Source: an optimization exercise on an open RTL-to-GDS flow (aim: small area, a short achievable clock period and few clock cycles per item). Production flows keep margins and buffers that such runs may drop. The RTL was checked by simulation tests, not by an equivalence proof against the original design. Power and IR drop assume default switching activity.

==> flow/flow/run.sh <==
#!/bin/bash
# Standard layout (the standard.sh, unchanged), with timing repair asked
# for SETUP_SLACK_MARGIN ns of extra setup slack at the design's own clock,
# and the port buffers made with the plain buf_1 cell.
set -euo pipefail
cd "$(dirname "$0")/.."
export SETUP_SLACK_MARGIN=7.0
export BUFFER_PORTS_ARGS="-buffer_cell sky130_fd_sc_hd__buf_1"
bash standard.sh finish > flow_make.log 2>&1
==> flow/standard.sh <==
#!/bin/bash
# synth_recipe.tcl (not shown) runs the flow's synth.tcl, then flattens the netlist and writes it again
# the make line also repeats each setting of config.mk as NAME=value (left out here)
make -C /OpenROAD-flow-scripts/flow DESIGN_CONFIG=/design/flow/config.mk WORK_HOME=/design/flow/orfs CLKGATE_MAP_FILE= SYNTH_SCRIPT=/design/flow/synth_recipe.tcl "${@:-finish}"
==> flow/config.mk <==
export PLATFORM = sky130hd
export DESIGN_NAME = rdm_responder
export DESIGN_NICKNAME = rdm_responder
export VERILOG_FILES = /design/flow/design.v
export SDC_FILE = /design/flow/constraint.sdc
export NUM_CORES = 4
export LEC_CHECK = 0
export CAP_MARGIN = 20
export CORE_MARGIN = 2
export CORE_UTILIZATION = 60
export CTS_CLUSTER_DIAMETER = 100
export CTS_CLUSTER_SIZE = 24
export PLACE_DENSITY = 0.75
export SLEW_MARGIN = 20
==> flow/constraint.sdc <==
create_clock -name core_clock -period 10.0 [get_ports {clk}]
set_input_delay 2.0000 -clock core_clock [delete_from_list [all_inputs] [get_ports {clk}]]
set_output_delay 2.0000 -clock core_clock [all_outputs]
set_load 0.01 [all_outputs]
==> flow/design.v <==
module rdm_responder (
    input  wire        clk,
    input  wire        rst,            
    input  wire [47:0] own_uid,        
    input  wire        rx_valid,
    input  wire [7:0]  rx_data,
    input  wire        rx_last,
    output reg         rx_ready,
    output reg         tx_valid,
    output reg  [7:0]  tx_data,
    output reg         tx_last,
    output reg         tx_break,
    input  wire        tx_ready,
    output reg         mute_line,
    output reg         mute_evt,
    output reg         identify_line,
    output reg         identify_evt
);
    function [5:0] inc6(input [5:0] a);
        inc6 = a ^ {&a[4:0], &a[3:0], &a[2:0], &a[1:0], a[0], 1'b1};
    endfunction
    function [5:0] dec6(input [5:0] a);
        dec6 = a ^ {~|a[4:0], ~|a[3:0], ~|a[2:0], ~|a[1:0], ~a[0], 1'b1};
    endfunction
    function [7:0] inc8(input [7:0] a);
        inc8 = a ^ {&a[6:0], &a[5:0], &a[4:0], &a[3:0], &a[2:0], &a[1:0], a[0], 1'b1};
    endfunction
    function cy8(input [7:0] a, input [7:0] b);
        reg [7:0] g, t;
        begin
            g = a & b;
            t = a | b;
            cy8 = g[7] | (t[7] & (g[6] | (t[6] & (g[5] | (t[5] & (g[4] |
                  (t[4] & (g[3] | (t[3] & (g[2] | (t[2] & (g[1] | (t[1] & g[0])))))))))))));
        end
    endfunction
    function ge8c(input [7:0] a, input [7:0] k);      
        integer i;
        reg r, e;
        begin
            r = 1'b0; e = 1'b1;
            for (i = 7; i >= 0; i = i - 1) begin
                if (!k[i]) r = r | (e & a[i]);
                e = e & ~(a[i] ^ k[i]);
            end
            ge8c = r | e;
        end
    endfunction
    function inr8(input [7:0] a, input [7:0] lo, input [7:0] hi);    
        inr8 = ge8c(a, lo) & ~ge8c(a, hi + 8'd1);
    endfunction
    localparam [2:0] PD_TWO = 3'd0, PD_SUPP = 3'd1, PD_DEVINFO = 3'd2,
                     PD_MODEL = 3'd3, PD_MFR = 3'd4, PD_SWVER = 3'd5,
                     PD_LABEL = 3'd6, PD_IDENT = 3'd7;
    reg  [4:0]  ph;
    reg         m_v, m_l, s_l;
    reg  [7:0]  m_d, s_d;
    wire        hs = rx_valid & ~s_full;
    reg  [7:0]  pos;           
    reg  [15:0] sum;           
    reg  [7:0]  ml;            
    reg         hok, uni, all_, vend, pdlok, cshf, cshok, bad;
    reg         pdl0, pdl1, pdl12, pdlle32, idnz;
    reg         lo_dec, lo_fail, hi_dec, hi_fail;
    reg  [7:0]  ob_rx;         
    reg  [4:0]  wd;            
    reg         fpos, rpos;    
    reg  [5:0]  lead;          
    reg         s_full;        
    reg  [7:0]  f_src0, f_src1, f_src2, f_src3, f_src4, f_src5;
    reg  [7:0]  f_tn, f_sd0, f_sd1, f_cc, f_pid0, f_pid1;
    reg         done_pend, s_uni;
    reg         q_kdub, q_dubrep, q_eff;
    reg         bank;                  
    reg  [5:0]  len0, len1;            
    reg  [4:0]  base0, base1;          
    reg  [255:0] ring0, ring1;
    reg         act;                   
    reg  [5:0]  idx;                   
    reg  [7:0]  tL;                    
    reg  [5:0]  tH;
    reg         tc;
    reg         hi_done;
    reg         r_std;                 
    reg         r_nack;
    reg  [2:0]  r_pd;
    reg  [1:0]  r_rc;                  
    reg  [5:0]  r_end;                 
    reg  [4:0]  dd;                    
    reg  [7:0]  ob_tx;                 
    reg         hb;                    
    reg         lpd;                   
    reg  [9:0]  o_cn;
    wire [7:0]  o_pd = ~o_cn[9:2];             
    reg         sb_v, sb_l, sb_b;
    reg         o_nv;                  
    reg  [7:0]  sb_d;
    wire [7:0]  b      = m_d;
    wire        b_eq_o = (b == ob_rx);
    wire        b_gt_o = (b > ob_rx);
    wire        b_ff   = (b == 8'hFF);
    wire        p_lo   = (pos[7:6] == 2'd0);         
    wire        ld;
    wire        lead_z   = (lead == 6'd0);
    wire        lead_p   = ~lead[5] & ~lead_z;
    wire        f_safe   = ~done_pend & (~hb | lead_p | (lead_z & ld));
    wire        inact_bank = ~bank;
    reg         w_al;                   
    reg         r_al;                   
    wire        go       = ~(fpos & ~f_safe) & ~(rpos & ~w_al);
    wire        c        = m_v & go;
    wire        mfree    = ~m_v | c;
    wire        ml_seen   = ge8c(pos, 8'd3);
    wire        at_cshi   = ml_seen & (pos == ml) & ~cshf;
    wire        frame_ok  = hok & pdlok & cshf & cshok & (sum[7:0] == b) & ~bad;
    wire        addressed = uni | all_ | vend;
    wire        new_done  = c & m_l & frame_ok & addressed;
    reg  [2:0]  rsel_n;
    always @* begin
        case (pos[5:0])
            6'd2, 6'd23, 6'd29: rsel_n = 3'd0;
            6'd3, 6'd24, 6'd30: rsel_n = 3'd1;
            6'd4, 6'd25, 6'd31: rsel_n = 3'd2;
            6'd5, 6'd26, 6'd32: rsel_n = 3'd3;
            6'd6, 6'd27, 6'd33: rsel_n = 3'd4;
            default:            rsel_n = 3'd5;
        endcase
    end
    reg  [7:0]  own_rx_n;
    always @* begin
        case (rsel_n)
            3'd0: own_rx_n = own_uid[47:40];
            3'd1: own_rx_n = own_uid[39:32];
            3'd2: own_rx_n = own_uid[31:24];
            3'd3: own_rx_n = own_uid[23:16];
            3'd4: own_rx_n = own_uid[15:8];
            default: own_rx_n = own_uid[7:0];
        endcase
    end
    wire        sd_nz   = |{f_sd0, f_sd1};
    wire        cc_disc = (f_cc == 8'h10);
    wire        cc_get  = (f_cc == 8'h20);
    wire        cc_set  = (f_cc == 8'h30);
    wire        pid_hi0 = (f_pid0 == 8'h00);
    wire        pid_dub   = pid_hi0 & (f_pid1 == 8'h01);
    wire        pid_mute  = pid_hi0 & (f_pid1 == 8'h02);
    wire        pid_unm   = pid_hi0 & (f_pid1 == 8'h03);
    wire        pid_supp  = pid_hi0 & (f_pid1 == 8'h50);
    wire        pid_dinf  = pid_hi0 & (f_pid1 == 8'h60);
    wire        pid_model = pid_hi0 & (f_pid1 == 8'h80);
    wire        pid_mfr   = pid_hi0 & (f_pid1 == 8'h81);
    wire        pid_label = pid_hi0 & (f_pid1 == 8'h82);
    wire        pid_swv   = pid_hi0 & (f_pid1 == 8'hC0);
    wire        pid_ident = (f_pid0 == 8'h10) & (f_pid1 == 8'h00);
    wire        cc_ok   = cc_disc | cc_get | cc_set;
    wire        key_ok  = ~sd_nz & cc_ok;
    wire        k_dub   = key_ok & cc_disc & pid_dub;
    wire        k_mute  = key_ok & cc_disc & (pid_mute | pid_unm);
    wire        k_get   = key_ok & cc_get & (pid_supp | pid_dinf | pid_model | pid_mfr |
                                             pid_label | pid_swv | pid_ident);
    wire        k_slab  = key_ok & cc_set & pid_label;
    wire        k_sid   = key_ok & cc_set & pid_ident;
    wire        e_mute  = k_mute & pdl0;
    wire        e_ident = k_sid & pdl1;
    wire        e_label = k_slab & pdlle32;
    wire        dub_rep = k_dub & ~mute_line & pdl12 & ~lo_fail & ~hi_fail;
    reg         d_nack;
    reg  [2:0]  d_pd;
    reg  [1:0]  d_rc;
    reg  [5:0]  d_end;
    wire [5:0]  len_act = bank ? len1 : len0;
    always @* begin
        d_nack = 1'b1; d_pd = PD_TWO; d_rc = 2'd0; d_end = 6'd26;
        if (sd_nz)            d_rc = 2'd3;              
        else if (!cc_ok)      d_rc = 2'd2;              
        else if (k_mute) begin
            if (pdl0) d_nack = 1'b0;                    
            else      d_rc = 2'd1;
        end else if (k_get) begin
            if (!pdl0) d_rc = 2'd1;
            else begin
                d_nack = 1'b0;
                if (pid_supp)       begin d_pd = PD_SUPP;    d_end = 6'd30; end
                else if (pid_dinf)  begin d_pd = PD_DEVINFO; d_end = 6'd43; end
                else if (pid_model) begin d_pd = PD_MODEL;   d_end = 6'd31; end
                else if (pid_mfr)   begin d_pd = PD_MFR;     d_end = 6'd27; end
                else if (pid_label) begin d_pd = PD_LABEL;   d_end = len_act; end
                else if (pid_swv)   begin d_pd = PD_SWVER;   d_end = 6'd26; end
                else                begin d_pd = PD_IDENT;   d_end = 6'd25; end
            end
        end else if (k_slab) begin
            if (pdlle32) begin d_nack = 1'b0; d_end = 6'd24; end
            else d_rc = 2'd1;
        end else if (k_sid) begin
            if (pdl1) begin d_nack = 1'b0; d_end = 6'd24; end
            else d_rc = 2'd1;
        end
    end
    wire        std_rep = s_uni & ~q_kdub;
    wire        rep     = q_dubrep | std_rep;
    wire        quiet   = ~rep & ~q_eff;
    wire        disp    = done_pend & (quiet | (~act & (~rep | ~sb_v)));
    wire        start   = disp & rep;
    reg  [2:0]  tsel_n;
    always @* begin
        if (r_std) begin
            case (idx[3:0])
                4'd8:  tsel_n = 3'd0;
                4'd9:  tsel_n = 3'd1;
                4'd10: tsel_n = 3'd2;
                4'd11: tsel_n = 3'd3;
                4'd12: tsel_n = 3'd4;
                default: tsel_n = 3'd5;
            endcase
        end else begin
            case (idx[4:0])
                5'd7, 5'd8:   tsel_n = 3'd0;
                5'd9, 5'd10:  tsel_n = 3'd1;
                5'd11, 5'd12: tsel_n = 3'd2;
                5'd13, 5'd14: tsel_n = 3'd3;
                5'd15, 5'd16: tsel_n = 3'd4;
                default:      tsel_n = 3'd5;
            endcase
        end
    end
    reg  [7:0]  own_tx_n;
    always @* begin
        case (tsel_n)
            3'd0: own_tx_n = own_uid[47:40];
            3'd1: own_tx_n = own_uid[39:32];
            3'd2: own_tx_n = own_uid[31:24];
            3'd3: own_tx_n = own_uid[23:16];
            3'd4: own_tx_n = own_uid[15:8];
            default: own_tx_n = own_uid[7:0];
        endcase
    end
    wire [7:0]  tap31   = bank ? ring1[255:248] : ring0[255:248];
    wire [7:0]  tap15   = bank ? ring1[127:120] : ring0[127:120];
    wire [7:0]  lab_b   = dd[4] ? tap15 : tap31;
    reg  [7:0]  pd_b;
    always @* begin
        pd_b = 8'h00;
        case (r_pd)
            PD_TWO:   pd_b = idx[0] ? {4'd0, r_rc[1] & r_rc[0], r_rc[1] & ~r_rc[0], 1'b0, |r_rc} : 8'h00;
            PD_SUPP:  case (idx[2:0])
                          3'd1: pd_b = 8'h80;     
                          3'd3: pd_b = 8'h81;     
                          3'd5: pd_b = 8'h82;     
                          default: pd_b = 8'h00;
                      endcase
            PD_DEVINFO: case (idx[5:0])
                          6'd24, 6'd27, 6'd28, 6'd33, 6'd36, 6'd37: pd_b = 8'h01;
                          6'd38, 6'd39: pd_b = 8'hFF;
                          default: pd_b = 8'h00;
                      endcase
            PD_MODEL: case (idx[2:0])             
                          3'd0: pd_b = 8'h4A;
                          3'd1: pd_b = 8'h61;
                          3'd2: pd_b = 8'h20;
                          3'd3: pd_b = 8'h52;
                          3'd4: pd_b = 8'h75;
                          3'd5: pd_b = 8'h6C;
                          default: pd_b = 8'h65;
                      endcase
            PD_MFR:   case (idx[1:0])             
                          2'd0: pd_b = 8'h4F;
                          2'd1: pd_b = 8'h4C;
                          default: pd_b = 8'h50;
                      endcase
            PD_SWVER: pd_b = idx[0] ? 8'h31 : 8'h76;
            PD_LABEL: pd_b = lab_b;
            default:  pd_b = {7'd0, identify_line};
        endcase
    end
    wire        add_p  = r_std ? ~hi_done : inr8({2'b00, idx}, 8'd9, 8'd20);
    wire [8:0]  lsum   = {1'b0, tL} + {1'b0, o_pd};
    wire [5:0]  tHc    = tc ? inc6(tH) : tH;
    wire [5:0]  tHc1   = tc ? inc6(inc6(tH)) : inc6(tH);
    wire [5:0]  t_hi   = (add_p & cy8(tL, o_pd)) ? tHc1 : tHc;
    wire        at_end = (idx == r_end);
    reg  [7:0]  nb;
    always @* begin
        nb = 8'h00;
        if (r_std) begin
            if (hi_done)
                nb = tL;
            else if (at_end)
                nb = {2'b00, t_hi};
            else if (ge8c({2'b00, idx}, 8'd24))
                nb = pd_b;
            else case (idx[4:0])
                5'd0:  nb = 8'hCC;
                5'd1:  nb = 8'h01;
                5'd2:  nb = {2'b00, r_end};
                5'd3:  nb = f_src0;
                5'd4:  nb = f_src1;
                5'd5:  nb = f_src2;
                5'd6:  nb = f_src3;
                5'd7:  nb = f_src4;
                5'd8:  nb = f_src5;
                5'd9, 5'd10, 5'd11, 5'd12, 5'd13, 5'd14: nb = ob_tx;
                5'd15: nb = f_tn;
                5'd16: nb = {6'd0, r_nack, 1'b0};
                5'd17: nb = 8'h00;
                5'd18: nb = f_sd0;
                5'd19: nb = f_sd1;
                5'd20: nb = inc8(f_cc);
                5'd21: nb = f_pid0;
                5'd22: nb = f_pid1;
                default: nb = {2'b00, r_end[5:3] - 3'd3, r_end[2:0]};
            endcase
        end else begin
            if (~ge8c({2'b00, idx}, 8'd7))
                nb = 8'hFE;
            else if (idx == 6'd7)
                nb = 8'hAA;
            else if (~ge8c({2'b00, idx}, 8'd20))
                nb = ob_tx | (idx[0] ? 8'h55 : 8'hAA);
            else if (~ge8c({2'b00, idx}, 8'd22))
                nb = {2'b00, t_hi} | (idx[0] ? 8'h55 : 8'hAA);
            else
                nb = tL | (idx[0] ? 8'h55 : 8'hAA);
        end
    end
    wire        nb_last = r_std ? hi_done : (idx == 6'd23);
    wire        avail   = ~lpd | r_al;
    assign      ld      = act & avail & ~sb_v;
    wire        put  = ld | start;
    wire [7:0]  pb   = start ? (std_rep ? 8'hCC : 8'hFE) : nb;
    wire        pl   = ~start & nb_last;
    wire        pbrk = start ? std_rep : r_std;
    wire        o_free = o_nv | tx_ready;
    wire        o_load = o_free & (sb_v | put);
    wire [9:0]  o_new  = sb_v ? {sb_d, sb_l, sb_b} : {pb, pl, pbrk};
    wire [4:0]  base_ac = bank ? base1 : base0;
    wire [4:0]  dd_s    = ph - base_ac + 5'd24;
    wire        wr_ring = c & inr8(pos, 8'd24, 8'd55);
    wire [5:0]  pos6    = pos[5:0];
    wire [5:0]  lead_s0 = inc6(inc6(~pos6));        
    wire [5:0]  lead_s1 = inc6(~pos6);              
    wire [5:0]  idx_i   = inc6(idx);
    wire [5:0]  lead_i  = inc6(lead);
    wire [5:0]  lead_d  = dec6(lead);
    always @(posedge clk) begin
        ring0 <= {ring0[247:0], (wr_ring & ~inact_bank) ? b : ring0[255:248]};
        ring1 <= {ring1[247:0], (wr_ring &  inact_bank) ? b : ring1[255:248]};
        if (mfree)
            {m_d, m_l} <= s_full ? {s_d, s_l} : {rx_data, rx_last};
        if (~s_full)
            {s_d, s_l} <= {rx_data, rx_last};
        if (~sb_v)
            {sb_d, sb_l, sb_b} <= {pb, pl, pbrk};
        q_kdub   <= k_dub;
        q_dubrep <= dub_rep;
        q_eff    <= e_ident | e_label;
        if (c) begin
            ob_rx <= own_rx_n;
            if (pos == 8'd2) ml <= b;
            if (pos == 8'd9)  f_src0 <= b;
            if (pos == 8'd10) f_src1 <= b;
            if (pos == 8'd11) f_src2 <= b;
            if (pos == 8'd12) f_src3 <= b;
            if (pos == 8'd13) f_src4 <= b;
            if (pos == 8'd14) f_src5 <= b;
            if (pos == 8'd15) f_tn   <= b;
            if (pos == 8'd18) f_sd0  <= b;
            if (pos == 8'd19) f_sd1  <= b;
            if (pos == 8'd20) f_cc   <= b;
            if (pos == 8'd21) f_pid0 <= b;
            if (pos == 8'd22) f_pid1 <= b;
            if (pos == 8'd23) begin
                pdl0    <= (b == 8'd0);
                pdl1    <= (b == 8'd1);
                pdl12   <= (b == 8'd12);
                pdlle32 <= ~ge8c(b, 8'd33);
            end
            if (pos == 8'd24) begin
                idnz <= |b;
                if (inact_bank) base1 <= ph;
                else            base0 <= ph;
            end
            if (inr8(pos, 8'd24, 8'd29)) begin
                if (pos6 == 6'd24 || !lo_dec) begin
                    lo_dec  <= ~b_eq_o;
                    lo_fail <= b_gt_o;
                end
            end
            if (inr8(pos, 8'd30, 8'd35)) begin
                if (pos6 == 6'd30 || !hi_dec) begin
                    hi_dec  <= ~b_eq_o;
                    hi_fail <= ~b_gt_o & ~b_eq_o;
                end
            end
            if (pos == 8'd0) begin
                hok   <= (b == 8'hCC);
                uni   <= 1'b1;
                all_  <= 1'b1;
                vend  <= 1'b1;
                pdlok <= 1'b0;
                cshf  <= 1'b0;
                bad   <= 1'b0;
                sum   <= {8'd0, b};
            end else begin
                if (pos == 8'd1 && b != 8'h01) hok <= 1'b0;
                if (inr8(pos, 8'd3, 8'd8)) begin
                    if (!b_eq_o) uni <= 1'b0;
                    if (!b_ff)   all_ <= 1'b0;
                    if (~ge8c(pos, 8'd5) ? !b_eq_o : !b_ff) vend <= 1'b0;
                end
                if (pos == 8'd23)
                    pdlok <= ({1'b0, b} + 9'd24 == {1'b0, ml});
                if (cshf) begin
                    if (!m_l) bad <= 1'b1;
                end else if (at_cshi) begin
                    cshf  <= 1'b1;
                    cshok <= (sum[15:8] == b);
                end else
                    sum <= sum + {8'd0, b};
            end
        end
        if (c && pos == 8'd24) begin
            wd   <= 5'd0;
            w_al <= 1'b1;
        end else if (!c) begin
            wd   <= wd + 5'd1;
            w_al <= (wd == 5'd31);
        end
        if (start) begin
            idx     <= 6'd1;
            hi_done <= 1'b0;
            lpd     <= 1'b0;
            r_std   <= std_rep;
            r_nack  <= d_nack;
            r_pd    <= d_pd;
            r_rc    <= d_rc;
            r_end   <= d_end;
            tL      <= 8'h00;
            tH      <= 6'd0;
            tc      <= 1'b0;
            dd      <= dd_s;
            r_al    <= (dd_s[3:0] == 4'd0);
        end else begin
            if (ld) begin
                idx     <= idx_i;
                hi_done <= r_std & at_end;
                if (idx == 6'd23) lpd <= r_std & (r_pd == PD_LABEL) & (r_end != 6'd24);
                else if (idx_i == r_end) lpd <= 1'b0;
                if (add_p) begin
                    tL <= lsum[7:0];
                    tH <= tHc;
                    tc <= lsum[8];
                end
            end else
            begin
                dd   <= dd + 5'd1;
                r_al <= (dd[3:0] == 4'd15);
            end
        end
        if (ld) ob_tx <= own_tx_n;
        if (start)
            lead <= c ? (m_l ? 6'd1 : lead_s1) : lead_s0;
        else if (c & m_l)
            lead <= ld ? idx_i : idx;
        else if (ld & ~c)
            lead <= lead_i;
        else if (c & ~ld)
            lead <= lead_d;
        if (o_load) begin
            {tx_data, tx_last, tx_break} <= o_new;
            o_cn <= ~o_new;
        end else
            {tx_data, tx_last, tx_break} <= ~o_cn;
    end
    reg         rst_q;
    wire        rr = rst | rst_q;
    always @(posedge clk) begin
        rst_q <= rst;
        if (rst) begin
            rx_ready <= 1'b0;
        end else if (rst_q) begin
            rx_ready <= 1'b1;
        end else if (mfree)
            rx_ready <= 1'b1;
        else if (hs)
            rx_ready <= 1'b0;
        if (rr) begin
            tx_valid      <= 1'b0;
            mute_line     <= 1'b0;
            mute_evt      <= 1'b0;
            identify_line <= 1'b0;
            identify_evt  <= 1'b0;
        end else begin
            if (o_free)
                tx_valid <= sb_v | put;
            mute_evt     <= disp & e_mute;
            identify_evt <= disp & e_ident;
            if (disp & e_mute)
                mute_line <= ~f_pid1[0];            
            if (disp & e_ident)
                identify_line <= idnz;
        end
        if (rst_q) begin
            ph            <= 5'd0;
            m_v           <= 1'b0;
            s_full        <= 1'b0;
            pos           <= 8'd0;
            fpos          <= 1'b0;
            rpos          <= 1'b0;
            done_pend     <= 1'b0;
            bank          <= 1'b0;
            len0          <= 6'd24;
            len1          <= 6'd24;
            act           <= 1'b0;
            hb            <= 1'b0;
            sb_v          <= 1'b0;
            o_nv          <= 1'b1;
        end else begin
            ph <= ph + 5'd1;
            if (mfree) begin
                m_v    <= s_full | hs;
                s_full <= 1'b0;
            end else if (hs)
                s_full <= 1'b1;
            if (c) begin
                if (m_l) pos <= 8'd0;
                else if (pos != 8'hFF) pos <= inc8(pos);
                fpos <= ~m_l & inr8(pos, 8'd8, 8'd21);
                rpos <= ~m_l & inr8(pos, 8'd24, 8'd54);
                if (pos == 8'd23) begin
                    if (inact_bank) len1 <= ml[5:0];
                    else            len0 <= ml[5:0];
                end
            end
            if (new_done) begin
                done_pend <= 1'b1;
                s_uni     <= uni;
            end else if (disp)
                done_pend <= 1'b0;
            if (disp & e_label)
                bank <= ~bank;
            if (start) begin
                act <= 1'b1;
                hb  <= std_rep;
            end else if (ld) begin
                if (nb_last) act <= 1'b0;
                if (idx == 6'd22) hb <= 1'b0;
            end
            if (o_free) begin
                o_nv <= ~(sb_v | put);
                sb_v <= 1'b0;
            end else if (put)
                sb_v <= 1'b1;
        end
    end
endmodule
==> results of run 1 <==
[layout by cell type, fill, tap and decap left out, drive strengths merged, types with 29 or more instances in the layout]
| master | Yosys | final |
|---|---|---|
| edfxtp | 226 | 226 |
| ha | 86 | 86 |
| clkbuf | 63 | 62 |
| buf | 47 | 141 |
| mux2 | 41 | 41 |
| mux2i | 46 | 46 |
| nor2 | 127 | 127 |
| o21ai | 105 | 105 |
| dfxtp | 603 | 603 |
| nor2b | 31 | 31 |
| a21oi | 106 | 106 |
| inv | 88 | 91 |
| nand3 | 62 | 63 |
| xor2 | 37 | 37 |
| xnor2 | 51 | 51 |
| nand2 | 194 | 194 |
| nor3 | 49 | 49 |
| a22oi | 29 | 29 |
[routing by layer]
metal | track usage (%) | up-vias | wire length, um
met5 | 0 | - | 0
met4 | 10.6 | 0 | 2810
met3 | 4.01 | 171 | 4830
met2 | 45.2 | 790 | 33200
met1 | 37.5 | 9252 | 30100
li1 | - | 8815 | -
[state kept, by name (all words and copies together), names as in the netlist, 10 cells and up, named ones only]
signal	cells
o_cn	10
ring0	256
ring1	256
sum	16
[final cells by class]
cell class / count / share of cell area (%)
sequential: 829 / 58.6
antenna: 1 / 0.00776
clock inverter: 7 / 0.275
timing repair buffer: 143 / 3.17
clock buffer: 60 / 3.47
tap: 615 / 2.39
timing repair inverter: 1 / 0.0155
multi-input combinational: 1387 / 31.0
inverter: 91 / 1.12
[worst min-delay path by stage]
| stage | slack (ns) | start | to | depth (start not counted) |
|---|---|---|---|---|
| after global placement | 0.31 | ring1[49] | ring1[57] | 0 |
| final | 0.32 | ring1[59] | ring1[67] | 0 |
| after floorplan | 0.31 | ring0[92] | ring0[100] | 0 |
| after detailed placement | 0.31 | ring0[12] | ring0[20] | 0 |
| after CTS | 0.32 | ring1[59] | ring1[67] | 0 |
| after global routing | 0.33 | ring1[59] | ring1[67] | 0 |
[cell families after synthesis]
group	after synthesis	synth area share (%)
fa+ha+maj	89	3.89
compound gates	482	11.4
buf+inv	201	2.85
flops	829	64.5
xor+xnor	88	2.64
simple gates	629	10.8
mux	97	3.94
[per-stage QoR]
stage | cell area [um2] | power (mW) | cells | setup WS, ns | util (%)
after floorplan | 29200 | 3.65 | 2415 | 7.08 | -
after global placement | 30000 | 3.70 | 3019 | 6.07 | 62.5
after detailed placement | 30000 | 3.71 | 3019 | 5.84 | 62.5
after CTS | 31700 | 5.49 | 3102 | 6.91 | 66.2
after global routing | 32300 | 5.63 | 3133 | 6.84 | 67.3
final | 32300 | 5.46 | 3134 | 6.91 | 67.3
[power by group through the flow]
stage          clock (mW)  combinational (mW)  sequential, mW
2_1_floorplan           0              0.0974            3.55
5_1_grt              1.97               0.180            3.48
4_1_cts              1.86               0.156            3.48
3_3_place_gp            0               0.147            3.55
3_5_place_dp            0               0.153            3.56
6_report             1.82               0.163            3.48
[worst reg2reg max path: cells and delay by family (launching register included)]
kind                       cells  cell delay [ns]
AOI/OAI and AO/OA              5             1.30
and+or+nand+nor                3             0.59
DFF                            1             0.40
buffers and inverters          2             0.31
adders and majority gates      1             0.23
[what timing repair did]
| item | 4_1_cts | 5_1_grt |
|---|---|---|
| pin swaps | 13 | 25 |
| setup endpoints to repair | 246 | 79 |
| gates cloned | 2 | 3 |
| setup buffers | 14 | 27 |
| hold buffers | 0 | 0 |
| gates resized for setup | 113 | 61 |
==> flow_metrics.py, run 1 <==
metrics = {
    "route": {
        "routedWlPerCell_um": 22.6,
        "wl_um": 71000,
        "dr.pass1.iters": 8,
        "drtAntennaViolNets": 0,
        "via_per_inst": 6.07,
        "vias": 19000,
        "drc": 0,
        "drt-initial-drc-count": 1893,
    },
    "sta": {
        "slew_viol_final": 0,
        "rsz0062_at_grt": "true",
        "skew_ns": 0.0294,
        "worst_slew_pin_slew_ns": 1.06,
        "final.setup.tns_ns": 0,
        "period_share_pct": 30.9,
        "timing.fmax_ghz": 0.324,
        "relSlewSlack_pct": 29.2,
        "fin_crit_ns": 3.09,
        "fin_hold_ws_ns": 0.318,
        "setup_viol": 0,
        "finalHoldViolations": 0,
    },
    "worst_setup_path": {
        "worstPathCellList": "clkinvlp_4 > ha_4 > buf_4 > and4bb_2 > a22o_1 > a221oi_1 > nand4_1 > o21ai_0 > a31oi_1 > o22ai_1 > nor2_1",
        "cp_max_fo": 9,
        "r2r.worst_path.cells": 11,
        "critPathBufInv": 2,
        "r2r-start": "idx[0]",
        "r2r-end": "sb_d[2]",
        "timing.reg2reg.setup_slack_ns": 6.91,
        "worst-path-stages": 11,
        "crit_type": "reg2reg",
        "crit_path_end": "sb_d[2]",
        "critPathCaptureType": "register",
        "critPathSlowestCell": "o22ai_1",
        "cpLargestDelayFamily": "compound AO/OA/AOI/OAI gates",
        "arrival_ns": 3.42,
        "startpoint_type": "register",
        "crit_required_ns": 10.33,
        "crit_path_start": "idx[0]",
        "critPathMaxStageDelay_ns": 0.43,
    },
    "clock_tree": {
        "clockBufferDepth": 3,
        "cts-root-buf": "clkbuf_16",
        "cts_tree": "yes",
        "clk_pin_slew_ns": 0.09,
        "h-tree-depth": 2,
        "cts_buffers": 41,
        "cts.sinks": 829,
        "insertion_delay_ns": 0.60,
    },
    "status": {
        "status": "no timing/DRC/antenna violations",
    },
    "power": {
        "powerDensity_mw_per_mm2": 169,
        "power_frac_seq_pct": 63.7,
        "leakage_nw": 12.1,
        "internal_power_mw": 4.33,
        "clock_power_share_pct": 33.4,
        "pwr-share-comb_pct": 3.0,
        "peakVddDrop_mv": 0.298,
        "swShare_pct": 20.7,
        "p_sw_mw": 1.13,
    },
    "floorplan": {
        "dieArea_mm2": 0.0505,
        "ios": 77,
        "design.core.area_mm2": 0.0479,
        "die_w_um": 225,
        "initial_core_util_pct": 61.0,
        "die_h_um": 225,
        "rows": 80,
    },
    "final_layout": {
        "seq_area_mm2": 0.0189,
        "drive_above_1_share_pct": 12.9,
        "fillCellCount": 3464,
        "area_delta_synth_final_pct": 10.4,
        "multi_input_area_mm2": 0.00999,
        "final_nets": 2644,
    },
    "placement": {
        "gp_congestion": 1.02,
        "place_hpwl_um": 48400,
        "portBuffers": 76,
    },
    "global_route": {
        "grt_pass1_wl_um": 106000,
        "grt.overflow.total": 0,
        "grt_max_degree": 52,
        "grt_usage_pct": 27.6,
        "grt_pass1_vias": 18200,
        "grt_antenna_before_repair": 4,
    },
    "logic_synthesis": {
        "syn_avg_cell_area_um2": 12.1,
        "ys_dominant_reg_cell": "dfxtp_1",
        "yosysWarnings": 1,
        "syn-instance-count": 2415,
        "synth_area_leaders": "dfxtp_1 41%, edfxtp_1 23%, ha_1 3.7%",
        "syn_area_mm2": 0.0292,
        "yosys.area.top_type": "dfxtp_1",
        "synth-seq-area-share_pct": 64.5,
        "synth-edff-count": 226,
        "yosysMostFrequentCell": "dfxtp_1",
        "synth_top_area_share_pct": 41.3,
        "synth_common_cells": "603 x dfxtp_1, 226 x edfxtp_1, 194 x nand2_1",
        "synth.distinct_cells": 107,
        "ys_ff_latch": 829,
        "synth_nets": 2565,
        "async_flop_share_pct": 0,
    },
    "run": {
        "cap_viol_max_count": 0,
    },
    "min_path": {
        "holdCritPathClass": "reg2reg",
    },
}
Testbench counts, summed over its fixed seeds: cycles 39,462, requests 1,280.
==> run 2: changes to the inputs <==
==> flow/config.mk (replaced) <==
export PLATFORM = sky130hd
export DESIGN_NAME = rdm_responder
export DESIGN_NICKNAME = rdm_responder
export VERILOG_FILES = /design/flow/design.v
export SDC_FILE = /design/flow/constraint.sdc
export NUM_CORES = 4
export LEC_CHECK = 0
export ABC_AREA = 1
export CAP_MARGIN = 20
export CORE_MARGIN = 2
export CORE_UTILIZATION = 70
export CTS_CLUSTER_DIAMETER = 80
export CTS_CLUSTER_SIZE = 30
export PLACE_DENSITY = 0.85
export SLEW_MARGIN = 20
==> run 2 against run 1 <==
Effect of this change: still clean; clock-buffer cell count down 15; worst setup slack got worse by 0.15 ns; first-iteration DRC count is 71% higher; combinational power increased by 37%; area after synthesis decreased by 2.5%; cell count is 10% higher; maximum frequency down 4.8%; final area shrank 0.96%; sequential power about the same; sequential share of layout area is 0.56 points higher.
==> flow_metrics.py, run 2 <==
metrics = {
    "final_layout": {
        "drive_above_1_share_pct": 11.7,
        "fin_cells": 3449,
        "area_delta_synth_final_pct": 12.1,
        "utilization_pct": 79.9,
        "final_nets": 3054,
        "fillCellCount": 2333,
        "antenna_cells": 0,
        "final_common_cell": "dfxtp_1",
        "stdcell_area_mm2": 0.0320,
        "final_cell_mix": "582 x dfxtp_1, 513 x nand2_1, 275 x inv_1",
        "top_regs": "ring0 (256), ring1 (256), sum (16)",
    },
    "min_path": {
        "holdCritPathClass": "reg2reg",
    },
    "logic_synthesis": {
        "async_flop_share_pct": 0,
        "yosysMostFrequentCell": "dfxtp_1",
        "synthXorXnorAreaFrac_pct": 2.00,
        "synth-simple-area-share_pct": 15.4,
        "synth_common_cells": "603 x dfxtp_1, 542 x nand2_1, 291 x inv_1",
        "synth_area_leaders": "dfxtp_1 42%, edfxtp_1 24%, nand2_1 7.1%",
        "synth-seq-area-share_pct": 66.1,
        "synthMuxAreaShare_pct": 0.316,
        "syn_avg_cell_area_um2": 10.4,
        "syn_area_mm2": 0.0285,
        "yosysWarnings": 1,
        "synth_top_area_share_pct": 42.3,
        "ys_ff_latch": 829,
        "synth_top_family_by_area": "simple AND/OR/NAND/NOR gates",
        "synth_compound_area_share_pct": 7.39,
        "synth.distinct_cells": 57,
        "synth_fa_ha_area_share_pct": 3.98,
        "synth_nets": 2890,
        "syn-instance-count": 2740,
        "synth-edff-count": 226,
        "yosys.area.top_type": "dfxtp_1",
        "ys_dominant_reg_cell": "dfxtp_1",
    },
    "floorplan": {
        "die_h_um": 206,
        "ios": 77,
        "rows": 73,
        "die_w_um": 206,
        "initial_core_util_pct": 71.3,
        "dieArea_mm2": 0.0424,
        "design.core.area_mm2": 0.0400,
    },
    "clock_tree": {
        "cts_buffers": 37,
        "cts-root-buf": "clkbuf_16",
        "insertion_delay_ns": 0.63,
        "clk_pin_slew_ns": 0.12,
        "h-tree-depth": 2,
        "cts_tree": "yes",
        "clockBufferDepth": 3,
        "cts.sinks": 829,
    },
    "global_route": {
        "grt_antenna_before_repair": 2,
        "grt_usage_pct": 36.5,
        "grt_max_degree": 39,
        "grt_pass1_vias": 20300,
        "grt.overflow.total": 0,
        "grt_pass1_wl_um": 115000,
    },
    "sta": {
        "worst_slew_pin_slew_ns": 1.05,
        "fin_crit_ns": 3.24,
        "timing.fmax_ghz": 0.308,
        "finalHoldViolations": 0,
        "final.setup.tns_ns": 0,
        "rsz0062_at_grt": "true",
        "setup_viol": 0,
        "period_share_pct": 32.4,
        "skew_ns": 0.0460,
        "slew_viol_final": 0,
        "relSlewSlack_pct": 29.1,
    },
    "worst_setup_path": {
        "critPathMaxStageDelay_ns": 0.44,
        "cp_max_fo": 20,
        "critPathBufInv": 2,
        "critPathSlowestCell": "edfxtp_1",
        "startpoint_type": "register",
        "worstPathCellList": "buf_12 > ha_4 > a21o_1 > o21ai_2 > o21ai_2 > nand2_1 > inv_2 > o21ai_1 > nand2_1 > nand2_1 > nand2_2 > nand2_2 > nor2_4 > nand2_2 > nor2_4 > nand3_2 > nand2_1 > nand2_1 > nor2_1",
        "critPathCaptureType": "register",
        "cpLargestDelayFamily": "simple AND/OR/NAND/NOR gates",
        "crit_path_frequent_cell": "nand2_1",
        "crit_type": "reg2reg",
        "crit_required_ns": 10.48,
        "arrival_ns": 3.73,
    },
    "route": {
        "via_per_inst": 6.03,
        "drtAntennaViolNets": 0,
        "top_layer_used": "met5",
        "vias": 20800,
        "dr.pass1.iters": 7,
        "drt-initial-drc-count": 3236,
        "routedWlPerCell_um": 22.9,
        "wl_um": 78900,
        "drc": 0,
        "wl_met2_um": 37000,
        "wl_met1_um": 29100,
        "met3WireLength_um": 7650,
    },
    "power": {
        "peakVddDrop_mv": 0.194,
        "leakage_nw": 13.3,
        "powerDensity_mw_per_mm2": 176,
    },
    "placement": {
        "place_hpwl_um": 50900,
        "dpl_cell_area_mm2": 0.0294,
        "portBuffers": 76,
        "placed_cells": 3309,
        "gp_congestion": 0.978,
    },
    "status": {
        "status": "no timing/DRC/antenna violations",
    },
    "run": {
        "cap_viol_max_count": 0,
    },
}
==> run 2: cell count changes in the layout (fill, tap and decap cells not counted), sizes merged, moves of 24 or more <==
cell   delta
nor2b    -31
o21ai    +42
nand2   +354
nand3    +69
buf      +26
a22oi    -28
mux2     -41
and3     -24
nor2    +103
mux2i    -37
inv     +206
==> run 2: power by group <==
group / internal (mW) / switching (mW)
combinational: 0.0789 / 0.144
sequential: 3.47 / 0.0265
clock: 0.799 / 1.10
total: 4.35 / 1.27
==> run 2: cell type report <==
type / instances / area [um2] / share of cell area (%)
Timing Repair inverter: 4 / 25.0 / 0.0783
Clock inverter: 14 / 273 / 0.854
Tap cell: 525 / 657 / 2.06
Sequential cell: 829 / 18900 / 59.1
Timing Repair Buffer: 168 / 1150 / 3.60
Clock buffer: 45 / 977 / 3.06
Multi-Input combinational cell: 1559 / 8770 / 27.5
Inverter: 305 / 1200 / 3.76
==> run 2: cells by family after synthesis <==
| logic type | after synthesis |
|---|---|
| AO/OA/AOI/OAI | 362 |
| buffers and inverters | 354 |
| AND/OR/NAND/NOR | 1032 |
| XOR/XNOR | 65 |
| adder cells (fa/ha/maj) | 89 |
| flip-flops | 829 |
| multiplexers | 9 |
==> run 2: path summary, 6_finish.rpt <==
| path | from | end | slack (ns) | cells past startpoint |
|---|---|---|---|---|
| max | m_d[2] | sum[15] | 6.76 | 19 |
| min | ring0[135] | ring0[143] | 0.32 | 0 |
| max reg2reg | m_d[2] | sum[15] | 6.76 | 19 |
| min reg2reg | ring0[135] | ring0[143] | 0.32 | 0 |
==> run 2: worst register-to-register path: stages (launching register included) <==
cell	delay [ns]
edfxtp_1	0.44
buf_12	0.20
ha_4	0.33
a21o_1	0.24
o21ai_2	0.12
o21ai_2	0.15
nand2_1	0.11
inv_2	0.09
o21ai_1	0.10
nand2_1	0.13
nand2_1	0.11
nand2_2	0.15
nand2_2	0.12
nor2_4	0.15
nand2_2	0.10
nor2_4	0.18
nand3_2	0.12
nand2_1	0.11
nand2_1	0.06
nor2_1	0.10
==> run 2: layer usage <==
layer | vias to the layer above | GRT usage [%]
met4 | 4 | 18.2
met1 | 9710 | 46.1
met2 | 1335 | 60.5
li1 | 9381 | -
met3 | 352 | 7.03
met5 | - | 0
==> run 2: through the flow <==
| stage | total power, mW | hold slack, ns | setup slack [ns] |
|---|---|---|---|
| final | 5.61 | 0.316 | 6.76 |
| after global placement | 3.72 | 0.310 | 5.60 |
| after detailed placement | 3.74 | 0.312 | 5.47 |
| after CTS | 5.57 | 0.316 | 6.88 |
| after global routing | 5.73 | 0.326 | 6.49 |
| after floorplan | 3.67 | 0.310 | 7.01 |
==> run 2: what timing repair did <==
item | CTS | global route
pin swaps | 13 | 32
endpoints found under the setup margin | 304 | 130
endpoints found under the hold margin | 0 | 0
gates cloned | 5 | 3
hold buffers | 0 | 0
gates resized for setup | 107 | 118
buffers inserted | 27 | 46
==> run 3: changes to the inputs <==
--- a/flow/flow/run.sh
+++ b/flow/flow/run.sh
@@ -5,5 +5,5 @@
 set -euo pipefail
 cd "$(dirname "$0")/.."
-export SETUP_SLACK_MARGIN=7.0
+export SETUP_SLACK_MARGIN=7.15
 export BUFFER_PORTS_ARGS="-buffer_cell sky130_fd_sc_hd__buf_1"
 bash standard.sh finish > flow_make.log 2>&1
--- a/flow/config.mk
+++ b/flow/config.mk
@@ -6,5 +6,4 @@
 export NUM_CORES = 4
 export LEC_CHECK = 0
-export ABC_AREA = 1
 export CAP_MARGIN = 20
 export CORE_MARGIN = 2
==> run 3 against run 2 <==
Effect of this change: register-to-register slack improved by 0.20 ns; core utilization is 0.14 points lower; still clean on timing, DRC and antenna; sequential power about the same.
==> flow_metrics.py, run 3 <==
metrics = {
    "sta": {
        "fin_crit_ns": 3.10,
        "finalHoldViolations": 0,
        "period_share_pct": 31.0,
        "timing.fmax_ghz": 0.323,
        "worst_slew_pin_slew_ns": 1.07,
        "fin_hold_ws_ns": 0.305,
        "relSlewSlack_pct": 28.9,
        "final.setup.tns_ns": 0,
        "slew_viol_final": 0,
        "rsz0062_at_grt": "true",
        "skew_ns": 0.0349,
        "setup_viol": 0,
    },
    "clock_tree": {
        "cts_buffers": 37,
        "insertion_delay_ns": 0.60,
        "ctsHoldBuffers": 0,
        "cts_tree": "yes",
        "cts.sinks": 829,
        "cts-root-buf": "clkbuf_16",
        "clk_pin_slew_ns": 0.11,
        "h-tree-depth": 2,
        "clockBufferDepth": 3,
    },
    "final_layout": {
        "antenna_cells": 0,
        "top_regs": "ring0 (256), ring1 (256), sum (16)",
        "final_cell_mix": "576 x dfxtp_1, 226 x edfxtp_1, 194 x nand2_1",
        "final_nets": 2671,
        "drive_above_1_share_pct": 15.2,
        "final_common_cell": "dfxtp_1",
        "area_delta_synth_final_pct": 11.9,
        "utilization_pct": 79.7,
        "stdcell_area_mm2": 0.0327,
    },
    "route": {
        "wl_met2_um": 36700,
        "met3WireLength_um": 6500,
        "drc": 0,
        "via_per_inst": 6.51,
        "wl_met1_um": 30000,
        "wl_um": 77000,
        "drtAntennaViolNets": 0,
        "top_layer_used": "met5",
        "routedWlPerCell_um": 25.1,
        "drt-initial-drc-count": 2612,
        "dr.pass1.iters": 7,
        "vias": 20000,
    },
    "placement": {
        "gp_congestion": 1.04,
        "dpl_cell_area_mm2": 0.0299,
        "portBuffers": 76,
        "place_hpwl_um": 49700,
    },
    "worst_setup_path": {
        "critPathMaxStageDelay_ns": 0.37,
        "crit_type": "reg2out",
        "r2r-start": "o_cn[2]",
        "cpLargestDelayFamily": "flip-flops",
        "arrival_ns": 1.10,
        "critPathSlowestCell": "dfxtp_4",
        "crit_required_ns": 8.00,
        "startpoint_type": "register",
        "critPathCaptureType": "output pin",
        "cp_max_fo": 2,
        "critPathBufInv": 1,
        "crit_path_start": "mute_line",
        "worstPathCellList": "buf_6",
    },
    "power": {
        "leakage_nw": 12.2,
        "powerDensity_mw_per_mm2": 167,
        "peakVddDrop_mv": 0.202,
    },
    "global_route": {
        "grt_pass1_wl_um": 114000,
        "grt.overflow.total": 0,
        "grt_antenna_before_repair": 4,
        "grt_max_degree": 49,
        "grt_pass1_vias": 19300,
        "grt_usage_pct": 34.2,
    },
    "logic_synthesis": {
        "synth.distinct_cells": 107,
        "ys_dominant_reg_cell": "dfxtp_1",
        "ys_ff_latch": 829,
        "syn_avg_cell_area_um2": 12.1,
        "synth-edff-count": 226,
        "yosys.area.top_type": "dfxtp_1",
        "async_flop_share_pct": 0,
        "syn-instance-count": 2415,
        "synth_top_area_share_pct": 41.3,
        "yosysWarnings": 1,
        "syn_area_mm2": 0.0292,
        "synth_nets": 2565,
        "synth-seq-area-share_pct": 64.5,
        "synth_area_leaders": "dfxtp_1 41%, edfxtp_1 23%, ha_1 3.7%",
        "yosysMostFrequentCell": "dfxtp_1",
        "synth_common_cells": "603 x dfxtp_1, 226 x edfxtp_1, 194 x nand2_1",
    },
    "floorplan": {
        "design.core.area_mm2": 0.0410,
        "rows": 74,
        "die_w_um": 208,
        "initial_core_util_pct": 71.3,
        "die_h_um": 208,
        "dieArea_mm2": 0.0434,
        "ios": 77,
    },
    "min_path": {
        "min_from": "ring1[229]",
        "holdCritPathClass": "reg2reg",
    },
    "status": {
        "status": "no timing/DRC/antenna violations",
    },
    "run": {
        "cap_viol_max_count": 0,
    },
}
[run 3: changes by cell type after synthesis, sizes merged, moves of 22 or more]
| cell | change |
|---|---|
| nor2b | +31 |
| inv | -210 |
| mux2i | +37 |
| a22oi | +28 |
| nor2 | -101 |
| mux2 | +41 |
| nand3 | -70 |
| and3 | +24 |
| xnor2 | +22 |
| clkbuf | +36 |
| buf | +25 |
| o21ai | -42 |
| nand2 | -354 |
[run 3: routing by layer]
| metal | GRT usage [%] | up-vias |
|---|---|---|
| met5 | 0 | - |
| met4 | 15.2 | 2 |
| met3 | 5.62 | 310 |
| met2 | 56.3 | 1193 |
| met1 | 44.9 | 9640 |
| li1 | - | 8866 |
[run 3: layout make-up]
| class | instances | area (um2) |
|---|---|---|
| repair buffers | 175 | 1320 |
| inverters | 91 | 378 |
| clock inverters | 11 | 194 |
| well taps | 532 | 666 |
| multi-input cells | 1386 | 10200 |
| repair inverters | 1 | 5.00 |
| flip-flops and latches | 829 | 18900 |
| clock buffers | 49 | 992 |
| fillers | 2342 | 8310 |
[run 3: final timing paths]
kind                     end  slack (ns)  depth (start not counted)
hold / removal    ring1[237]        0.30                          0
hold reg to reg   ring1[237]        0.30                          0
setup / recovery   mute_line        6.90                          1
setup reg to reg     o_cn[4]        6.96                         11
[run 3: report_power, final]
part / internal, mW / switching (mW) / total, mW
logic: 0.0687 / 0.108 / 0.176
registers: 3.46 / 0.0191 / 3.48
clock network: 0.747 / 1.07 / 1.81
total: 4.28 / 1.19 / 5.47
[run 3: cell families (layout without fill, tap and decap cells)]
family | after synthesis | in the layout | synth area share, %
fa+ha+maj | 89 | 89 | 3.89
buf+inv | 201 | 327 | 2.85
simple gates | 629 | 630 | 10.8
compound gates | 482 | 482 | 11.4
mux | 97 | 97 | 3.94
flops | 829 | 829 | 64.5
xor+xnor | 88 | 88 | 2.64
[run 3: repair_timing]
item	4_1_cts	5_1_grt
gates resized for setup	143	86
pin swaps	27	47
buffers inserted	26	48
gates cloned	1	5
endpoints found under the setup margin	265	88
[run 3: metrics by stage]
| stage | setup WS, ns | std cells | power, mW |
|---|---|---|---|
| final | 6.90 | 3074 | 5.47 |
| after global routing | 6.88 | 3074 | 5.60 |
| after CTS | 6.89 | 3021 | 5.47 |
| after detailed placement | 6.12 | 2934 | 3.71 |
| after global placement | 6.17 | 2934 | 3.70 |
| after floorplan | 7.14 | 2415 | 3.65 |
==> run 4: changes to the inputs <==
--- a/flow/flow/run.sh
+++ b/flow/flow/run.sh
@@ -5,5 +5,5 @@
 set -euo pipefail
 cd "$(dirname "$0")/.."
-export SETUP_SLACK_MARGIN=7.15
+export SETUP_SLACK_MARGIN=6.95
 export BUFFER_PORTS_ARGS="-buffer_cell sky130_fd_sc_hd__buf_1"
 bash standard.sh finish > flow_make.log 2>&1
==> run 4 against run 3 <==
Effect of this change: worst hold slack improved by 0.016 ns; still clean; global-route usage fell by 1.3 points; non-clock buffer count fell by 48; largest cell class unchanged; routed wire length fell by 5.8%; synthesized cell count did not move; critical path type unchanged; clock power fell by 7%; critical path depth did not move; critical endpoint unchanged.
==> flow_metrics.py, run 4 <==
metrics = {
    "worst_setup_path": {
        "critPathSlowestCell": "dfxtp_4",
        "cp_max_fo": 2,
        "arrival_ns": 1.08,
        "cpLargestDelayFamily": "flip-flops",
        "critPathMaxStageDelay_ns": 0.37,
        "critPathBufInv": 1,
        "crit_type": "reg2out",
        "startpoint_type": "register",
        "critPathCaptureType": "output pin",
        "crit_required_ns": 8.00,
        "worstPathCellList": "buf_6",
    },
    "clock_tree": {
        "cts.sinks": 829,
        "cts_buffers": 35,
        "h-tree-depth": 2,
        "clockBufferDepth": 3,
        "cts_tree": "yes",
        "cts-root-buf": "clkbuf_16",
        "clk_pin_slew_ns": 0.11,
        "insertion_delay_ns": 0.59,
    },
    "status": {
        "status": "no timing/DRC/antenna violations",
    },
    "final_layout": {
        "top_regs": "ring0 (256), ring1 (256), sum (16)",
        "area_delta_synth_final_pct": 8.57,
        "final_nets": 2622,
        "fin_cells": 3024,
        "drive_above_1_share_pct": 11.9,
        "final_cell_mix": "580 x dfxtp_1, 226 x edfxtp_1, 193 x nand2_1",
        "final_common_cell": "dfxtp_1",
        "fillCellCount": 2491,
        "utilization_pct": 77.4,
    },
    "placement": {
        "portBuffers": 76,
        "placed_cells": 2935,
        "place_hpwl_um": 49100,
        "gp_congestion": 1.04,
    },
    "global_route": {
        "grt_pass1_vias": 19000,
        "grt_pass1_wl_um": 110000,
        "grt_usage_pct": 32.9,
        "grt_max_degree": 52,
        "grt_antenna_before_repair": 1,
        "grt.overflow.total": 0,
    },
    "sta": {
        "rsz0062_at_grt": "true",
        "setup_viol": 0,
        "period_share_pct": 30.8,
        "skew_ns": 0.0324,
        "slew_viol_final": 0,
        "fin_crit_ns": 3.08,
        "final.setup.tns_ns": 0,
        "timing.fmax_ghz": 0.324,
        "relSlewSlack_pct": 28.7,
        "fin_hold_ws_ns": 0.321,
        "worst_slew_pin_slew_ns": 1.07,
        "finalHoldViolations": 0,
    },
    "power": {
        "finalPower_mw": 5.32,
        "peakVddDrop_mv": 0.219,
        "powerDensity_mw_per_mm2": 168,
        "leakage_nw": 11.8,
    },
    "floorplan": {
        "ios": 77,
        "dieArea_mm2": 0.0434,
        "rows": 74,
        "design.core.area_mm2": 0.0410,
        "die_w_um": 208,
        "initial_core_util_pct": 71.3,
        "die_h_um": 208,
    },
    "route": {
        "routedWlPerCell_um": 24.0,
        "via_per_inst": 6.42,
        "vias": 19400,
        "wl_um": 72600,
        "dr.pass1.iters": 8,
        "drtAntennaViolNets": 0,
        "drt-initial-drc-count": 2583,
        "drc": 0,
    },
    "logic_synthesis": {
        "synth_common_cells": "603 x dfxtp_1, 226 x edfxtp_1, 194 x nand2_1",
        "synth-seq-area-share_pct": 64.5,
        "syn_avg_cell_area_um2": 12.1,
        "ys_ff_latch": 829,
        "synth_nets": 2565,
        "synth.distinct_cells": 107,
        "yosys.area.top_type": "dfxtp_1",
        "synth_top_area_share_pct": 41.3,
        "yosysWarnings": 1,
        "synth-edff-count": 226,
        "syn-instance-count": 2415,
        "yosysMostFrequentCell": "dfxtp_1",
        "ys_dominant_reg_cell": "dfxtp_1",
        "synth_area_leaders": "dfxtp_1 41%, edfxtp_1 23%, ha_1 3.7%",
        "async_flop_share_pct": 0,
        "syn_area_mm2": 0.0292,
    },
    "min_path": {
        "holdCritPathClass": "reg2reg",
    },
    "run": {
        "cap_viol_max_count": 0,
    },
}
run 4: cell counts after synthesis:
No cell type changed its count.
run 4: report_power, final:
| part | total (mW) | switching, mW | internal (mW) |
|---|---|---|---|
| Clock | 1.68 | 1.00 | 0.679 |
| Sequential | 3.48 | 0.0189 | 3.46 |
| Combinational | 0.164 | 0.101 | 0.0625 |
| Total | 5.32 | 1.12 | 4.20 |
run 4: layout make-up:
cell class / instances / area, um2 / share of cell area (%)
Antenna cell: 2 / 5.00 / 0.0158
Clock buffer: 46 / 917 / 2.89
Clock inverter: 9 / 116 / 0.367
Inverter: 91 / 360 / 1.14
Multi-Input combinational cell: 1387 / 9950 / 31.4
Sequential cell: 829 / 18900 / 59.6
Tap cell: 532 / 666 / 2.10
Timing Repair Buffer: 127 / 816 / 2.57
Timing Repair inverter: 1 / 5.00 / 0.0158
run 4: repair_timing:
action                                  in CTS  in global routing
setup buffers                               14                 15
resized for setup                           89                 67
gates cloned                                 2                  1
pin swaps                                    7                 14
endpoints found under the setup margin     251                 96
hold buffers                                 0                  0
run 4: final timing paths:
kind         slack, ns       start         end  depth (start not counted)
max               6.92   mute_line   mute_line                          1
min               0.32  ring1[108]  ring1[116]                          0
max reg2reg       6.98     o_cn[2]     sb_d[1]                         12
min reg2reg       0.32  ring1[108]  ring1[116]                          0
run 4: cell families (layout without fill, tap and decap cells):
group | Yosys count | in the layout | synth area share (%)
xor gates and xnor gates | 88 | 88 | 2.64
DFF | 829 | 829 | 64.5
AOI/OAI and AO/OA | 482 | 482 | 11.4
muxes | 97 | 97 | 3.94
buffers and inverters | 201 | 274 | 2.85
adders and majority gates | 89 | 89 | 3.89
and+or+nand+nor | 629 | 631 | 10.8
other | 0 | 2 | 0
run 4: metal layers:
metal / up-vias / wire length [um] / global-route usage (%)
met3: 219 / 6050 / 5.16
met2: 1034 / 34400 / 54.3
met1: 9399 / 28500 / 43.4
met5: - / 0 / 0
met4: 0 / 3630 / 14.5
li1: 8768 / - / -
run 4: per-stage QoR:
| stage | instance area, um2 | worst slack [ns] |
|---|---|---|
| after global routing | 31700 | 6.90 |
| after global placement | 29900 | 5.87 |
| after CTS | 31300 | 6.91 |
| after floorplan | 29200 | 7.08 |
| after detailed placement | 29900 | 5.80 |
| final | 31700 | 6.92 |
==> run 5: changes to the inputs <==
--- a/flow/flow/run.sh
+++ b/flow/flow/run.sh
@@ -5,5 +5,5 @@
 set -euo pipefail
 cd "$(dirname "$0")/.."
-export SETUP_SLACK_MARGIN=6.95
+export SETUP_SLACK_MARGIN=7.0
 export BUFFER_PORTS_ARGS="-buffer_cell sky130_fd_sc_hd__buf_1"
 bash standard.sh finish > flow_make.log 2>&1
==> run 5 against run 4 <==
Effect of this change: still clean on timing, DRC and antenna; core utilization rose by 0.42 points; final area is 0.55% higher; area after synthesis unchanged.
==> flow_metrics.py, run 5 <==
metrics = {
    "logic_synthesis": {
        "synth_area_leaders": "dfxtp_1 41%, edfxtp_1 23%, ha_1 3.7%",
        "synthMuxAreaShare_pct": 3.94,
        "synth_compound_area_share_pct": 11.4,
        "synth.distinct_cells": 107,
        "yosys.area.top_type": "dfxtp_1",
        "yosysWarnings": 1,
        "async_flop_share_pct": 0,
        "syn-instance-count": 2415,
        "synth-seq-area-share_pct": 64.5,
        "synth_top_family_by_area": "compound AO/OA/AOI/OAI gates",
        "synthXorXnorAreaFrac_pct": 2.64,
        "synth-edff-count": 226,
        "syn_area_mm2": 0.0292,
        "synth_common_cells": "603 x dfxtp_1, 226 x edfxtp_1, 194 x nand2_1",
        "synth_nets": 2565,
        "ys_ff_latch": 829,
        "syn_avg_cell_area_um2": 12.1,
        "synth-simple-area-share_pct": 10.8,
        "synth_top_area_share_pct": 41.3,
        "ys_dominant_reg_cell": "dfxtp_1",
        "yosysMostFrequentCell": "dfxtp_1",
        "synth_fa_ha_area_share_pct": 3.89,
    },
    "clock_tree": {
        "cts_buffers": 35,
        "clockBufferDepth": 3,
        "cts_tree": "yes",
        "h-tree-depth": 2,
        "clk_pin_slew_ns": 0.11,
        "insertion_delay_ns": 0.59,
        "cts-root-buf": "clkbuf_16",
        "cts.sinks": 829,
    },
    "global_route": {
        "grt_usage_pct": 33.2,
        "grt_max_degree": 52,
        "grt.overflow.total": 0,
        "grt_antenna_before_repair": 1,
        "grt_pass1_wl_um": 111000,
        "grt_pass1_vias": 19200,
    },
    "worst_setup_path": {
        "startpoint_type": "register",
        "critPathBufInv": 1,
        "crit_path_start": "mute_line",
        "arrival_ns": 1.09,
        "critPathCaptureType": "output pin",
        "worstPathCellList": "buf_6",
        "critPathMaxStageDelay_ns": 0.38,
        "crit_path_end": "mute_line",
        "critPathSlowestCell": "dfxtp_4",
        "crit_required_ns": 8.00,
        "cp_max_fo": 2,
        "timing.reg2reg.setup_slack_ns": 7.01,
        "worst-path-stages": 1,
        "r2r.worst_path.cells": 5,
        "r2r-start": "pos[4]",
        "r2r-end": "base0[4]",
        "cpLargestDelayFamily": "flip-flops",
        "crit_type": "reg2out",
    },
    "placement": {
        "portBuffers": 76,
        "place_hpwl_um": 49100,
        "placed_cells": 2935,
        "gp_congestion": 1.04,
    },
    "sta": {
        "finalHoldViolations": 0,
        "final.setup.tns_ns": 0,
        "worst_slew_pin_slew_ns": 1.07,
        "fin_crit_ns": 3.09,
        "relSlewSlack_pct": 28.3,
        "period_share_pct": 30.9,
        "fin_hold_ws_ns": 0.322,
        "rsz0062_at_grt": "true",
        "slew_viol_final": 0,
        "skew_ns": 0.0364,
        "timing.fmax_ghz": 0.324,
        "setup_viol": 0,
    },
    "final_layout": {
        "top_regs": "ring0 (256), ring1 (256), sum (16)",
        "final_cell_mix": "580 x dfxtp_1, 226 x edfxtp_1, 192 x nand2_1",
        "utilization_pct": 77.8,
        "drive_above_1_share_pct": 12.6,
        "fillCellCount": 2470,
        "final_nets": 2627,
        "fin_cells": 3028,
        "final_common_cell": "dfxtp_1",
        "area_delta_synth_final_pct": 9.16,
    },
    "route": {
        "drc": 0,
        "drt-initial-drc-count": 2576,
        "dr.pass1.iters": 6,
        "vias": 19400,
        "wl_um": 73000,
        "via_per_inst": 6.42,
        "routedWlPerCell_um": 24.1,
        "drtAntennaViolNets": 0,
    },
    "floorplan": {
        "dieArea_mm2": 0.0434,
        "design.core.area_mm2": 0.0410,
        "die_h_um": 208,
        "rows": 74,
        "die_w_um": 208,
        "initial_core_util_pct": 71.3,
        "ios": 77,
    },
    "status": {
        "status": "no timing/DRC/antenna violations",
    },
    "power": {
        "leakage_nw": 11.9,
        "powerDensity_mw_per_mm2": 167,
        "peakVddDrop_mv": 0.218,
    },
    "min_path": {
        "holdCritPathClass": "reg2reg",
    },
    "run": {
        "cap_viol_max_count": 0,
    },
}
[run 5: cell counts after synthesis]
No cell type changed its count.
[run 5: layout make-up]
class	count	area, um2	area share [%]
diodes	1	2.50	0.00784
repair inverters	1	5.00	0.0157
clock inverters	9	116	0.365
repair buffers	132	858	2.69
clock buffers	46	917	2.87
well taps	532	666	2.09
flip-flops and latches	829	18900	59.2
inverters	91	364	1.14
multi-input cells	1387	10100	31.6
[run 5: per-stage QoR]
stage	cell area [um2]	worst slack, ns	power [mW]
6_report	31900	6.91	5.32
5_1_grt	31900	6.89	5.46
4_1_cts	31400	6.91	5.33
3_5_place_dp	29900	5.80	3.71
3_3_place_gp	29900	5.87	3.70
2_1_floorplan	29200	7.08	3.65
[run 5: worst min path at each step]
stage	from	to	slack, ns	cells after the start
detailed placement	ring1[60]	ring1[68]	0.31	0
global placement	ring1[59]	ring1[67]	0.31	0
global route	ring1[15]	ring1[23]	0.33	0
finish	ring1[108]	ring1[116]	0.32	0
floorplan	ring0[92]	ring0[100]	0.31	0
CTS	ring1[129]	ring1[137]	0.33	0
[run 5: what timing repair did]
item,in CTS,in global routing
hold buffers,0,0
buffers inserted,19,15
pin swaps,10,24
setup endpoints to repair,258,103
gates resized for setup,107,75
cloned,3,0
[run 5: cells by family (layout without fill, tap and decap cells)]
family | after synthesis | after routing
buffers and inverters | 201 | 279
XOR/XNOR | 88 | 88
multiplexers | 97 | 97
AO/OA/AOI/OAI | 482 | 482
adder cells (fa/ha/maj) | 89 | 89
other | 0 | 1
AND/OR/NAND/NOR | 629 | 631
flip-flops | 829 | 829
[run 5: power breakdown]
| part | internal [mW] | leakage, nW | switching [mW] |
|---|---|---|---|
| Clock | 0.679 | 0.496 | 1.00 |
| Combinational | 0.0622 | 4.42 | 0.102 |
| Sequential | 3.46 | 6.96 | 0.0188 |
[run 5: per-layer routing]
| layer | part of all wire [%] | wire, um | GRT usage (%) | up-vias |
|---|---|---|---|---|
| met5 | 0 | 0 | 0 | - |
| met4 | 4.9 | 3570 | 15.1 | 0 |
| met3 | 8.2 | 5980 | 5.36 | 207 |
| met2 | 48 | 34700 | 54.3 | 1039 |
| met1 | 39 | 28800 | 43.9 | 9397 |
| li1 | - | - | - | 8790 |
==> run 6: changes to the inputs <==
==> flow/flow/run.sh (replaced) <==
#!/bin/bash
# Standard layout (the standard.sh, unchanged), with timing repair asked
# for SETUP_SLACK_MARGIN ns of extra setup slack at the design's own clock,
# the port buffers made with the plain buf_1 cell, and no dummy loads in CTS.
set -euo pipefail
cd "$(dirname "$0")/.."
export SETUP_SLACK_MARGIN=6.95
export BUFFER_PORTS_ARGS="-buffer_cell sky130_fd_sc_hd__buf_1"
export CTS_ARGS="-sink_clustering_enable -repair_clock_nets -sink_clustering_size 30 -sink_clustering_max_diameter 80 -dont_use_dummy_load"
bash standard.sh finish > flow_make.log 2>&1
==> run 6 against run 5 <==
Effect of this change: area after synthesis is the same; worst hold slack got worse by 0.024 ns; combinational power barely moved; worst setup slack better by 0.0049 ns; die area stayed put; core utilization fell by 0.50 points.
==> flow_metrics.py, run 6 <==
metrics = {
    "status": {
        "status": "no timing/DRC/antenna violations",
    },
    "global_route": {
        "busiest_layer": "met2",
        "grt_usage_pct": 33.1,
        "grt_pass1_wl_um": 110000,
        "use_met1_pct": 43.9,
        "met3_usage_pct": 4.95,
        "grt_antenna_before_repair": 1,
        "grt_pass1_vias": 18900,
        "grt.overflow.total": 0,
        "use_met2_pct": 54.3,
        "grt_max_degree": 52,
    },
    "clock_tree": {
        "clockBufferDepth": 3,
        "insertion_delay_ns": 0.59,
        "h-tree-depth": 2,
        "clk_pin_slew_ns": 0.11,
        "cts_tree": "yes",
        "ctsHoldBuffers": 0,
        "cts-root-buf": "clkbuf_16",
        "cts.sinks": 829,
        "cts_buffers": 35,
    },
    "logic_synthesis": {
        "synth-seq-area-share_pct": 64.5,
        "synth_area_leaders": "dfxtp_1 41%, edfxtp_1 23%, ha_1 3.7%",
        "synth_nets": 2565,
        "synth-edff-count": 226,
        "yosysMostFrequentCell": "dfxtp_1",
        "syn_avg_cell_area_um2": 12.1,
        "synth_top_area_share_pct": 41.3,
        "async_flop_share_pct": 0,
        "synth-simple-area-share_pct": 10.8,
        "ys_dominant_reg_cell": "dfxtp_1",
        "syn_area_mm2": 0.0292,
        "synth_fa_ha_area_share_pct": 3.89,
        "yosys.area.top_type": "dfxtp_1",
        "synth_common_cells": "603 x dfxtp_1, 226 x edfxtp_1, 194 x nand2_1",
        "synth.distinct_cells": 107,
        "synthXorXnorAreaFrac_pct": 2.64,
        "ys_ff_latch": 829,
        "syn-instance-count": 2415,
        "synth_compound_area_share_pct": 11.4,
        "synthMuxAreaShare_pct": 3.94,
        "yosysWarnings": 1,
        "synth_top_family_by_area": "compound AO/OA/AOI/OAI gates",
    },
    "sta": {
        "fin_hold_ws_ns": 0.298,
        "relSlewSlack_pct": 28.5,
        "setup_viol": 0,
        "period_share_pct": 30.8,
        "worst_slew_pin_slew_ns": 1.07,
        "rsz0062_at_grt": "true",
        "finalHoldViolations": 0,
        "skew_ns": 0.0637,
        "timing.fmax_ghz": 0.325,
        "slew_viol_final": 0,
        "fin_crit_ns": 3.08,
        "final.setup.tns_ns": 0,
    },
    "min_path": {
        "min_from": "ring1[179]",
        "holdPathStages": 0,
        "holdCritPathClass": "reg2reg",
    },
    "floorplan": {
        "rows": 74,
        "design.core.area_mm2": 0.0410,
        "die_w_um": 208,
        "ios": 77,
        "dieArea_mm2": 0.0434,
        "die_h_um": 208,
        "initial_core_util_pct": 71.3,
    },
    "run": {
        "cap_viol_max_count": 0,
    },
    "power": {
        "powerDensity_mw_per_mm2": 165,
        "leakage_nw": 11.9,
        "peakVddDrop_mv": 0.182,
    },
    "final_layout": {
        "utilization_pct": 77.3,
        "final_nets": 2638,
        "drive_above_1_share_pct": 12.0,
        "area_delta_synth_final_pct": 8.46,
        "top_regs": "ring0 (256), ring1 (256), sum (16)",
        "final_common_cell": "dfxtp_1",
        "antenna_cells": 0,
        "fin_cells": 3018,
        "final_cell_mix": "581 x dfxtp_1, 226 x edfxtp_1, 193 x nand2_1",
        "stdcell_area_mm2": 0.0317,
    },
    "route": {
        "routedWlPerCell_um": 24.3,
        "wl_um": 73500,
        "dr.pass1.iters": 8,
        "drc": 0,
        "drtAntennaViolNets": 0,
        "via_per_inst": 6.44,
        "vias": 19400,
        "drt-initial-drc-count": 2479,
    },
    "worst_setup_path": {
        "crit_required_ns": 8.00,
        "critPathMaxStageDelay_ns": 0.37,
        "cp_max_fo": 2,
        "arrival_ns": 1.08,
        "worst-path-stages": 1,
        "startpoint_type": "register",
        "crit_type": "reg2out",
        "r2r-start": "act",
        "r2r-end": "lead[4]",
        "crit_path_start": "mute_line",
        "critPathSlowestCell": "dfxtp_4",
        "critPathCaptureType": "output pin",
        "critPathBufInv": 1,
        "r2r.worst_path.cells": 11,
        "timing.reg2reg.setup_slack_ns": 6.98,
        "worstPathCellList": "buf_6",
        "cpLargestDelayFamily": "flip-flops",
        "crit_path_end": "mute_line",
    },
    "placement": {
        "place_hpwl_um": 49100,
        "portBuffers": 76,
        "dpl_cell_area_mm2": 0.0299,
        "gp_congestion": 1.04,
        "placed_cells": 2935,
    },
}
## run 6: cell counts after synthesis
Identical to the previous run, type by type.
## run 6: timing repair
| item | in CTS | in global routing |
|---|---|---|
| pin swaps | 7 | 19 |
| setup endpoints to repair | 247 | 93 |
| cloned | 2 | 3 |
| gates resized for setup | 86 | 69 |
| setup buffers | 12 | 31 |
## run 6: report_power, final
group          switching [mW]  internal [mW]
registers              0.0187           3.46
clock network           0.944          0.634
logic                   0.102         0.0635
## run 6: worst min path at each step
stage / to / slack [ns]
2_1_floorplan: ring0[100] / 0.31
3_3_place_gp: ring1[67] / 0.31
3_5_place_dp: ring1[68] / 0.31
4_1_cts: ring1[187] / 0.30
5_1_grt: ring1[187] / 0.31
6_report: ring1[187] / 0.30
## run 6: cells by family after synthesis
group,Yosys count
AND/OR/NAND/NOR,629
buffers and inverters,201
multiplexers,97
XOR/XNOR,88
adder cells (fa/ha/maj),89
AO/OA/AOI/OAI,482
flip-flops,829
## run 6: final cells by class
type | count | area, um2
fillers | 2496 | 9310
multi-input cells | 1388 | 9980
clock buffers | 35 | 876
repair inverters | 1 | 5.00
well taps | 532 | 666
inverters | 91 | 360
repair buffers | 142 | 917
flip-flops and latches | 829 | 18900
## run 6: per-stage QoR
step	power, mW	worst slack, ns
floorplan	3.65	7.08
global placement	3.70	5.87
detailed placement	3.71	5.80
CTS	5.23	6.91
global route	5.34	6.89
finish	5.22	6.92
## run 6: layer usage
metal | routed length (um) | vias up | share of wire, %
li1 | - | 8796 | -
met1 | 29100 | 9346 | 40
met2 | 34500 | 1067 | 47
met3 | 6180 | 235 | 8.4
met4 | 3710 | 2 | 5.0
met5 | 21 | - | 0.029
